From an optimization exercise on the open Yosys and OpenROAD flow, aimed at a short achievable clock period and few clock cycles; shortcuts taken in it are not production practice. The RTL was checked by simulation tests, not by an equivalence proof against the original design. No activity file was given, so power comes from the tool's default toggle rates.

Design anc_decoder, start of the top module:
module anc_decoder (
    input  wire        clk,
    input  wire        rst,
    input  wire        in_valid,
    output wire        in_ready,
    input  wire [31:0] in_data,
    input  wire        in_last,
    output reg         out_valid,
    output reg  [2:0]  out_kind,
    output reg  [31:0] out_data,
    output reg  [2:0]  out_nbytes,
    output reg  [3:0]  out_bad
);
clock: 8.0 ns
lec_check: 0
abc_clock_period_in_ps: 2500
cap_margin: 20
core_margin: 2
core_utilization: 55
cts_cluster_diameter: 60
cts_cluster_size: 20
slew_margin: 20
tns_end_percent: 100
standard.sh (not shown) runs the stock make flow with config.mk's settings and CLKGATE_MAP_FILE= SYNTH_SCRIPT=/design/flow/synth_recipe.tcl, a recipe that flattens the netlist after the stock synthesis.
==> flow/flow/run.sh <==
#!/bin/bash
set -euo pipefail
bash standard.sh SETUP_SLACK_MARGIN=5.6 finish > flow_make.log 2>&1
Testbench counts at the start, summed over its fixed seeds: cycles 19,926.
Then changed:
--- a/flow/design.v
+++ b/flow/design.v
@@ -11,19 +11,19 @@
     output reg  [2:0]  out_nbytes,
     output reg  [3:0]  out_bad
 );
     localparam [2:0] K_PHDR = 3'd1,
                      K_MHDR = 3'd2,
                      K_MID  = 3'd3,
                      K_UDW  = 3'd4,
                      K_MEND = 3'd5,
                      K_PEND = 3'd6;
-    localparam integer ROWS  = 6;
+    localparam integer ROWS  = 5;
     localparam integer DEPTH = 4 * ROWS;
     localparam integer THR   = DEPTH - 3 * 4;
     localparam integer EW = 42;
     integer i, j, m;
     reg         rst_r;
     always @(posedge clk)
         rst_r <= rst;
     function [1:0] parity_pair;
         input [7:0] x;
Outcome:
- die area shrinks by 9.4%
- combinational power shrinks by about 3%
- core utilization grows by 0.10 points
- critical path depth is unchanged
- worst setup slack improved by 0.046 ns
- power shrinks by 11%
- sequential power shrinks by about 9%
- global-route usage shrinks by 0.41 points
- flip-flop and latch count shrinks by 185
- non-clock buffer count shrinks by 2
- synthesized cell count shrinks by 7.9%
- maximum frequency grows by 1.7%
- count of clock-buffer cells in the layout shrinks by 30
- wire length shrinks by 11%
Testbench counts after the change, summed over its fixed seeds: cycles 19,953.

--- another note on this design; it stands on its own ---

rev 12:
// anc_decoder
module anc_decoder (
    input  wire        clk,
    input  wire        rst,
    input  wire        in_valid,
    output wire        in_ready,
    input  wire [31:0] in_data,
    input  wire        in_last,
    output reg         out_valid,
    output reg  [2:0]  out_kind,
    output reg  [31:0] out_data,
    output reg  [2:0]  out_nbytes,
    output reg  [3:0]  out_bad
);
Size: roughly 4,600 cells after synthesis, ~1,800 flip-flops.
clock: 8.0 ns
lec_check: 0
abc_clock_period_in_ps: 2500
cap_margin: 20
core_margin: 2
core_utilization: 50
slew_margin: 20
tns_end_percent: 100
standard.sh (not shown) runs the stock make flow with config.mk's settings and CLKGATE_MAP_FILE= SYNTH_SCRIPT=/design/flow/synth_recipe.tcl, a recipe that flattens the netlist after the stock synthesis.
==> flow/flow/run.sh <==
#!/bin/bash
set -euo pipefail
bash standard.sh SETUP_SLACK_MARGIN=5.6 finish > flow_make.log 2>&1
Both conditions hold for rev 12: the flow ran to the end and the final layout passed the timing, design-rule and antenna checks.
Testbench counts of rev 12, summed over its fixed seeds: cycles 19,953.
Input-level comparison between rev 13 and rev 12:
- CTS_CLUSTER_DIAMETER newly set to 50
- CTS_CLUSTER_SIZE newly set to 16
- CORE_UTILIZATION changed from 50 to 55
### Flow results
- A worst setup path endpoint of out_kind[1] is what rev 13 shows, while out_bad[1] belongs to rev 12.
- The number of synthesized flops with an enable pin was comparable across rev 12 and rev 13.
- Summary: with rev 12 as the reference, wire length on met2 in rev 13 moved up slightly.
- Rev 13 -> rev 12: number of combinational gates with multiple inputs flat
- Re cell area: rev 13 is 700 µm² down on rev 12.
- Cmp rev 12 and rev 13 / final core utilization / lower: rev 12
- Max routed via count divided by cell count across rev 12 and rev 13: rev 13
- Looking at area growth from synthesis to final layout, rev 13 sits 1.1 points below rev 12.
- Storage element area delta (rev 12 -> rev 13): insignificant
- When rev 13 is set beside rev 12, its share of the final layout cell area in multi-input gates turns out to be 0.44 points larger.
- Rev 12 → rev 13: fraction of area in registers grew by 0.56 points; post-layout instance count excluding filler cells went down 144.

---

anc_decoder again, from the RTL that the note above started with.
Settings: LEC_CHECK=0, ABC_CLOCK_PERIOD_IN_PS=2500, CAP_MARGIN=20, CORE_MARGIN=2, CORE_UTILIZATION=65, SLEW_MARGIN=20, TNS_END_PERCENT=100; clock period 8.0 ns.
Scripts as last shown in full above: flow/flow/run.sh
The starting point ran to the end with no violations.
Testbench counts at the start, summed over its fixed seeds: cycles 19,953.
Rerun with:
==> flow/run.sh (new file) <==
#!/bin/bash
# synth_recipe.tcl (not shown) runs the flow's synth.tcl, then flattens the netlist and writes it again
# the make line also repeats each setting of config.mk as NAME=value (left out here)
make -C /OpenROAD-flow-scripts/flow DESIGN_CONFIG=/design/flow/config.mk WORK_HOME=/design/flow/orfs CLKGATE_MAP_FILE= SYNTH_SCRIPT=/design/flow/synth_recipe.tcl finish
--- a/flow/config.mk
+++ b/flow/config.mk
@@ -11 +11,2 @@
-export CORE_UTILIZATION = 65
+export CORE_UTILIZATION = 50
+export SETUP_SLACK_MARGIN = 5
removed: flow/flow/run.sh
removed: flow/standard.sh
Cell area shrinks by about 1.2%.
Flip-flop and latch count stays the same.
Count of clock-buffer cells in the layout increases by 12.

what the ideal ports hide:
In the flow no input, the clock included, has a driving cell. The finished layouts below were timed again as built, in two steps. Step 1, drivers: a clkbuf_16 drives clk and a buf_2 each remaining input, both assumed. Step 2 adds t to the input delays and takes it off the output delays; t is the mean of the earliest and latest rising clock arrival at the registers after step 1. Input paths then give back, and output paths get back, about the clock's delay inside the block. Slacks: ideal ports / drivers / drivers and shift; pairs: ideal ports / drivers.
run	shift t [ns]	slack for setup (ns)	worst data-port slew with drivers (ns)
the first run of note 1	0.853	5.175 / 5.096 / 5.504	0.06
the second run of note 1	0.805	5.222 / 5.143 / 5.409	0.05
rev 12	0.849	5.179 / 5.106 / 5.351	0.05
rev 13	0.839	5.194 / 5.113 / 5.417	0.05
the first run of note 3	0.853	5.175 / 5.101 / 5.326	0.05
the second run of note 3	0.846	5.050 / 4.980 / 5.140	0.05
After both steps setup and hold are still met in every run listed.
